This design comes from an exercise in tuning for small area, a short achievable clock period and few clock cycles on the open sky130 flow, not from production work.
Only simulation tests tie the RTL to the original design; equivalence was not proved.
Power and IR drop assume default switching activity.

--- config.mk ---
export PLATFORM = sky130hd
export DESIGN_NAME = hfe_encoder
export DESIGN_NICKNAME = hfe_encoder
export VERILOG_FILES = /design/flow/design.v
export SDC_FILE = /design/flow/constraint.sdc
export NUM_CORES = 4
export LEC_CHECK = 0
export CAP_MARGIN = 20
export CORE_MARGIN = 2
export CORE_UTILIZATION = 40
export SLEW_MARGIN = 20
--- constraint.sdc ---
create_clock -name core_clock -period 15.0 [get_ports {clk}]
set_input_delay 3.0000 -clock core_clock [delete_from_list [all_inputs] [get_ports {clk}]]
set_output_delay 3.0000 -clock core_clock [all_outputs]
set_load 0.01 [all_outputs]
--- design.v ---
module hfe_encoder (
    input  wire       clk,
    input  wire       rst,           
    input  wire       src_we,
    input  wire [5:0] src_addr,
    input  wire [7:0] src_wdata,
    input  wire       start,
    input  wire [6:0] src_h,         
    input  wire [6:0] src_w,         
    input  wire       src_rgb,       
    input  wire [7:0] req_h,         
    input  wire [7:0] req_w,         
    input  wire [1:0] req_fmt,       
    input  wire       abort,
    output wire       tx_valid,
    output wire [7:0] tx_data,
    input  wire       tx_ready,
    output wire       busy
);
    localparam [2:0] S_IDLE = 3'd0,
                     S_PIX  = 3'd1,    
                     S_ACC  = 3'd2,    
                     S_DIV  = 3'd3,    
                     S_CONV = 3'd4,    
                     S_SEND = 3'd5;    
    reg [2:0] state;
    reg [7:0] mem [0:63];
    always @(posedge clk) begin
        if (!rst && state == S_IDLE && src_we)
            mem[src_addr] <= src_wdata;
    end
    reg [6:0] sh, sw;
    reg       rgb;
    reg [7:0] h, w;
    reg [1:0] fmt;
    reg [6:0] area;                  
    reg [7:0]  i, j;
    reg [15:0] row_lo, row_hi;       
    reg [15:0] col_lo, col_hi;       
    reg [6:0]  y, x;
    reg [15:0] y_lo, y_hi;           
    reg [15:0] x_lo, x_hi;           
    reg [5:0]  addr;                 
    reg [15:0] acc0, acc1, acc2;
    function [15:0] overlap;
        input [15:0] a_lo, a_hi, b_lo, b_hi;
        reg   [15:0] lo, hi;
        begin
            lo = (a_lo > b_lo) ? a_lo : b_lo;
            hi = (a_hi < b_hi) ? a_hi : b_hi;
            overlap = (hi > lo) ? (hi - lo) : 16'd0;
        end
    endfunction
    wire [15:0] oy = overlap(row_lo, row_hi, y_lo, y_hi);
    wire [15:0] ox = overlap(col_lo, col_hi, x_lo, x_hi);
    wire [13:0] wgt = oy[6:0] * ox[6:0];
    wire [7:0] s0 = mem[addr];
    wire [7:0] s1 = mem[addr + 6'd1];
    wire [7:0] s2 = mem[addr + 6'd2];
    wire last_x = (x == sw - 7'd1);
    wire last_y = (y == sh - 7'd1);
    reg [16:0] num0, num1, num2;
    reg [7:0]  rem0, rem1, rem2;
    reg [4:0]  div_cnt;
    wire [7:0] den = {area, 1'b0};
    wire [8:0] rs0 = {rem0, num0[16]};
    wire [8:0] rs1 = {rem1, num1[16]};
    wire [8:0] rs2 = {rem2, num2[16]};
    wire       ge0 = (rs0 >= {1'b0, den});
    wire       ge1 = (rs1 >= {1'b0, den});
    wire       ge2 = (rs2 >= {1'b0, den});
    wire [7:0] q0 = num0[7:0];
    wire [7:0] q1 = num1[7:0];
    wire [7:0] q2 = num2[7:0];
    wire [7:0] r = q0;
    wire [7:0] g = rgb ? q1 : q0;
    wire [7:0] b = rgb ? q2 : q0;
    wire [21:0] luma_sum = 22'd4899 * r + 22'd9617 * g + 22'd1868 * b + 22'd8192;
    wire [7:0]  luma = luma_sum[21:14];
    wire [7:0]  gray = rgb ? luma : q0;
    wire [15:0] p565 = {r[7:3], g[7:2], b[7:3]};
    reg [7:0] pb0, pb1, pb2;         
    reg [1:0] nbytes;                
    reg [1:0] bidx;
    reg last_pix;
    assign busy     = (state != S_IDLE);
    assign tx_valid = (state == S_SEND);
    assign tx_data  = (bidx == 2'd0) ? pb0 : (bidx == 2'd1) ? pb1 : pb2;
    wire tx_fire = tx_valid && tx_ready;
    always @(posedge clk) begin
        if (rst) begin
            state <= S_IDLE;
        end else begin
            case (state)
            S_IDLE: begin
                if (start) begin
                    sh     <= src_h;
                    sw     <= src_w;
                    rgb    <= src_rgb;
                    h      <= req_h;
                    w      <= req_w;
                    fmt    <= req_fmt;
                    area   <= src_h * src_w;
                    i      <= 8'd0;
                    j      <= 8'd0;
                    row_lo <= 16'd0;
                    row_hi <= {9'd0, src_h};
                    col_lo <= 16'd0;
                    col_hi <= {9'd0, src_w};
                    state  <= S_PIX;
                end
            end
            S_PIX: begin
                acc0  <= 16'd0;
                acc1  <= 16'd0;
                acc2  <= 16'd0;
                y     <= 7'd0;
                x     <= 7'd0;
                y_lo  <= 16'd0;
                y_hi  <= {8'd0, h};
                x_lo  <= 16'd0;
                x_hi  <= {8'd0, w};
                addr  <= 6'd0;
                state <= S_ACC;
            end
            S_ACC: begin
                acc0 <= acc0 + wgt * s0;
                acc1 <= acc1 + wgt * s1;
                acc2 <= acc2 + wgt * s2;
                addr <= addr + (rgb ? 6'd3 : 6'd1);
                if (last_x) begin
                    x    <= 7'd0;
                    x_lo <= 16'd0;
                    x_hi <= {8'd0, w};
                    y    <= y + 7'd1;
                    y_lo <= y_hi;
                    y_hi <= y_hi + {8'd0, h};
                    if (last_y)
                        state <= S_DIV;
                end else begin
                    x    <= x + 7'd1;
                    x_lo <= x_hi;
                    x_hi <= x_hi + {8'd0, w};
                end
                div_cnt <= 5'd0;
            end
            S_DIV: begin
                if (div_cnt == 5'd0) begin
                    num0 <= {acc0, 1'b0} + {10'd0, area};
                    num1 <= {acc1, 1'b0} + {10'd0, area};
                    num2 <= {acc2, 1'b0} + {10'd0, area};
                    rem0 <= 8'd0;
                    rem1 <= 8'd0;
                    rem2 <= 8'd0;
                    div_cnt <= 5'd1;
                end else begin
                    rem0 <= ge0 ? (rs0 - {1'b0, den}) : rs0[7:0];
                    rem1 <= ge1 ? (rs1 - {1'b0, den}) : rs1[7:0];
                    rem2 <= ge2 ? (rs2 - {1'b0, den}) : rs2[7:0];
                    num0 <= {num0[15:0], ge0};
                    num1 <= {num1[15:0], ge1};
                    num2 <= {num2[15:0], ge2};
                    div_cnt <= div_cnt + 5'd1;
                    if (div_cnt == 5'd17)
                        state <= S_CONV;
                end
            end
            S_CONV: begin
                case (fmt)
                2'd2: begin
                    pb0    <= p565[15:8];
                    pb1    <= p565[7:0];
                    pb2    <= 8'd0;
                    nbytes <= 2'd1;
                end
                2'd3: begin
                    pb0    <= r;
                    pb1    <= g;
                    pb2    <= b;
                    nbytes <= 2'd2;
                end
                default: begin
                    pb0    <= gray;
                    pb1    <= 8'd0;
                    pb2    <= 8'd0;
                    nbytes <= 2'd0;
                end
                endcase
                bidx     <= 2'd0;
                last_pix <= (i == h - 8'd1) && (j == w - 8'd1);
                state    <= S_SEND;
            end
            S_SEND: begin
                if (tx_fire) begin
                    if (bidx == nbytes) begin
                        if (last_pix) begin
                            state <= S_IDLE;
                        end else begin
                            if (j == w - 8'd1) begin
                                j      <= 8'd0;
                                col_lo <= 16'd0;
                                col_hi <= {9'd0, sw};
                                i      <= i + 8'd1;
                                row_lo <= row_hi;
                                row_hi <= row_hi + {9'd0, sh};
                            end else begin
                                j      <= j + 8'd1;
                                col_lo <= col_hi;
                                col_hi <= col_hi + {9'd0, sw};
                            end
                            state <= S_PIX;
                        end
                    end else begin
                        bidx <= bidx + 2'd1;
                    end
                end
            end
            default: state <= S_IDLE;
            endcase
            if (abort && state != S_IDLE)
                state <= S_IDLE;
        end
    end
endmodule
--- run.sh ---
#!/bin/bash
# synth_recipe.tcl (not shown) runs the flow's synth.tcl, then flattens the netlist and writes it again
# the make line also repeats each setting of config.mk as NAME=value (left out here)
make -C /OpenROAD-flow-scripts/flow DESIGN_CONFIG=/design/flow/config.mk WORK_HOME=/design/flow/orfs CLKGATE_MAP_FILE= SYNTH_SCRIPT=/design/flow/synth_recipe.tcl finish
==> run notes <==
==> cells by family (layout without fill, tap and decap cells) <==
group | count (synthesis) | in the layout
simple gates | 1330 | 1330
buf+inv | 906 | 1029
xor+xnor | 293 | 293
fa+ha+maj | 794 | 794
mux | 567 | 567
compound gates | 556 | 556
other cells | 0 | 2
flops | 882 | 882
==> worst max-delay path, delay by kind of cell (launching register included) <==
kind | cells | cell delay, ps
AOI/OAI and AO/OA | 24 | 4850
xor gates and xnor gates | 2 | 500
adders and majority gates | 12 | 5170
buffers and inverters | 8 | 990
DFF | 1 | 390
muxes | 1 | 350
and+or+nand+nor | 7 | 1290
==> worst max path at each step <==
stage	slack, ps	to	start
3_3_place_gp	1430	acc2[15]	y_hi[1]
2_1_floorplan	2120	acc2[15]	x_hi[1]
5_1_grt	140	acc2[15]	x_hi[1]
6_report	1160	acc2[15]	x_hi[1]
4_1_cts	1160	acc2[15]	x_hi[1]
3_5_place_dp	1170	acc2[15]	x_hi[1]
==> metrics by stage <==
step	area [um^2]	setup WS, ps	util, %	hold slack [ps]
2_1_floorplan	66500	2120	-	496
3_3_place_gp	69700	1430	42.2	506
3_5_place_dp	69800	1170	42.3	514
4_1_cts	72900	1160	44.2	531
5_1_grt	72900	141	44.2	566
6_report	72900	1160	44.2	527
==> final cells by class <==
cell class                 instances  share of cell area [%]
multi-input combinational       3540                    50.2
clock inverter                    65                   0.866
antenna                            2                 0.00686
clock buffer                     110                    3.40
sequential                       882                    36.2
timing repair buffer             173                    2.04
inverter                         681                    3.51
tap                             2189                    3.76
==> metal layers <==
layer	vias to the layer above	track usage, %	routed length, um
li1	19300	-	-
met1	22000	28.4	73100
met2	1574	34.9	85300
met3	292	3.48	12200
met4	2	6.63	5880
met5	-	0	18
==> power groups by stage <==
stage                     clock network (mW)  registers (mW)  logic (mW)
after detailed placement                   0            3.04        10.8
final                                   2.39            2.98        10.8
after global routing                    2.53            3.00        12.4
after global placement                     0            3.04        10.7
after CTS                               2.43            2.99        10.9
after floorplan                            0            2.96        8.45
==> state kept, by name, summed over array words and instances (netlist names), 17 cells and up, named ones only <==
signal,cells
num1,17
num0,17
mem,512
num2,17
==> layout by cell type, fill, tap and decap left out, types with 12 or more instances in the layout <==
cell type,Yosys,final
a21o_1,64,64
nand3_1,65,65
nor3_1,56,53
xnor2_1,187,185
clkinv_1,2,25
or3_1,17,17
edfxtp_1,873,873
xor2_1,96,95
clkdlybuf4s50_1,0,54
mux2_2,40,40
ha_1,444,443
nand4_1,51,51
inv_1,679,678
mux4_2,444,444
a21oi_1,183,182
nand2b_1,51,51
clkbuf_16,0,97
clkbuf_1,111,13
and3_1,67,67
clkinv_2,0,21
nand2_1,408,406
nor2_2,2,17
o21ai_0,155,154
nor2b_1,50,50
o21bai_1,26,26
and2_1,52,51
buf_4,13,110
o21a_1,16,16
mux4_1,21,21
nor4_1,12,12
fa_1,350,350
nor2_1,454,438
o31ai_1,16,16
mux2i_1,57,57
==> flow_summary.json <==
{
  "syn_nets": 6175,
  "cts_setup_buffers": 0,
  "cts.sink_count": 882,
  "maxSlewViolCount": 0,
  "seq_area_um2": 26400,
  "synth-xor-area-share_pct": 4.01,
  "drt_iter0_drc": 4157,
  "synthMuxAreaShare_pct": 17.6,
  "cts_resized": 0,
  "comb_power_share_pct": 66.8,
  "pwr-share-seq_pct": 18.5,
  "wire_per_inst_um": 23.1,
  "drc": 0,
  "ys_seq_area_share_pct": 39.7,
  "cts.path.max_buffers": 3,
  "critPathMaxFanout": 13,
  "outcome": "finished clean",
  "nets": 6220,
  "ys_ff_latch": 882,
  "first_pass_iters": 5,
  "sw_frac_of_total_pct": 44.8,
  "setup_viol": 0,
  "switchingPower_mw": 7.24,
  "synthDominantCellAreaShare_pct": 39.4,
  "endpoint_kind": "flop",
  "rsz0062_at_grt": "no",
  "post-route-period-util_pct": 92.3,
  "synth_cell_types": 81,
  "required_ps": 15470,
  "synth_edf_count": 873,
  "antenna_found_initial": 4,
  "powerDensity_nw_per_um2": 222,
  "synth_compound_area_share_pct": 5.14,
  "synth-simple-area-share_pct": 9.15,
  "synth_top_family_by_area": "adder cells",
  "p_clk_share_pct": 14.8,
  "hold_buffers": 0,
  "die_width_um": 412,
  "hold_class": "flop to flop",
  "htreeDepth": 3,
  "multi_input_area_um2": 36600,
  "intPower_mw": 8.93,
  "fin_setup_tns_ps": 0,
  "ys_top_cells_by_count": "edfxtp_1 (873), inv_1 (679), nor2_1 (454)",
  "syn_inst": 5328,
  "dieHeight_um": 412,
  "skew_ps": 34.5,
  "ys_async_sr_fraction_pct": 0,
  "start_util_pct": 40.3,
  "die_area_um2": 169000,
  "clk_pin_slew_ps": 60,
  "grt_usage_pct": 21.1,
  "cts_tree": "built",
  "coreArea_um2": 165000,
  "fmax_mhz": 72.2,
  "final_cells": 7642,
  "r2r_start": "x_hi[1]",
  "drive_gt1_share_pct": 15.1,
  "placed_cells": 7463,
  "vdd_drop_max_mv": 0.410,
  "syn_area_per_cell_um2": 12.5,
  "cpMostUsedCell": "fa_1",
  "synthFlopType": "edfxtp_1",
  "clk_latency_ps": 750,
  "yosysMostFrequentCell": "edfxtp_1",
  "min_to": "num1[16]",
  "vias_per_cell": 5.64,
  "relSlewSlack_pct": 20.5,
  "std_cell_rows": 149,
  "startpoint_type": "flop",
  "worstHoldStart": "num1[15]",
  "grt_max_degree": 130,
  "grt_pass1_wl_um": 272000,
  "min_period_ps": 13840,
  "yosys_warnings": 1,
  "reg2regPathDepth": 54,
  "vias": 43100,
  "reg2reg_to": "acc2[15]",
  "hpwlAfterDp_um": 124000,
  "holdPathStages": 2,
  "gp_congestion": 0.877,
  "root_buffer": "clkbuf_16",
  "maxCapViolations": 0,
  "finalHoldViolCount": 0,
  "netlist_top_cells_area": "edfxtp_1 (39%), mux4_2 (15%), fa_1 (11%), ha_1 (8.4%), inv_1 (3.8%)",
  "syn_area_um2": 66500,
  "cts_buffers": 95,
  "worstMarginPinSlew_ps": 1190,
  "synth_fa_ha_area_share_pct": 18.9,
  "io_pins": 63,
  "numPortBuffers": 62,
  "overflow": 0,
  "n_fill_cell": 14900,
  "arrival_ps": 14310,
  "drtAntennaViolNets": 0,
  "r2r_slack_ps": 1160,
  "max_stage_delay_ps": 570,
  "crit_slowest_cell": "a2bb2oi_1",
  "finalWirelength_um": 177000,
  "p_leak_nw": 28.2,
  "finalPower_mw": 16.2,
  "grt_pass1_vias": 43800,
  "yosys.area.top_type": "edfxtp_1",
  "synthToLayoutAreaGrowth_pct": 9.69,
  "path_class": "flop to flop"
}
Testbench counts, summed over its fixed seeds: cycles 631,847.

==> what the ideal ports hide <==
How much do the figures lean on ideal ports? The routed layout below was timed once more, with nothing changed but the port constraints.
Step 1 sets driving cells, clkbuf_16 on the clock port and buf_2 on the other inputs (assumed; they add their load-dependent delay and slew).
Step 2 adds t to the input delays and takes it off the output delays; t is the mean of the earliest and latest rising clock arrival at the registers after step 1. Input paths then give back, and output paths get back, about the clock's delay inside the block.
a / b / c = ideal / step 1 / step 2; a / b = the first two.
t, ns: 0.821
setup WS [ns]: 1.158 / 1.158 / 1.158
worst slew at a driven data input, ns: 0.11
cell pins on the clock port's net: 1
After both steps this run still meets setup and hold. For this run, drivers alone change the setup slack by 0.000 ns; drivers and shift together by 0.000 ns.
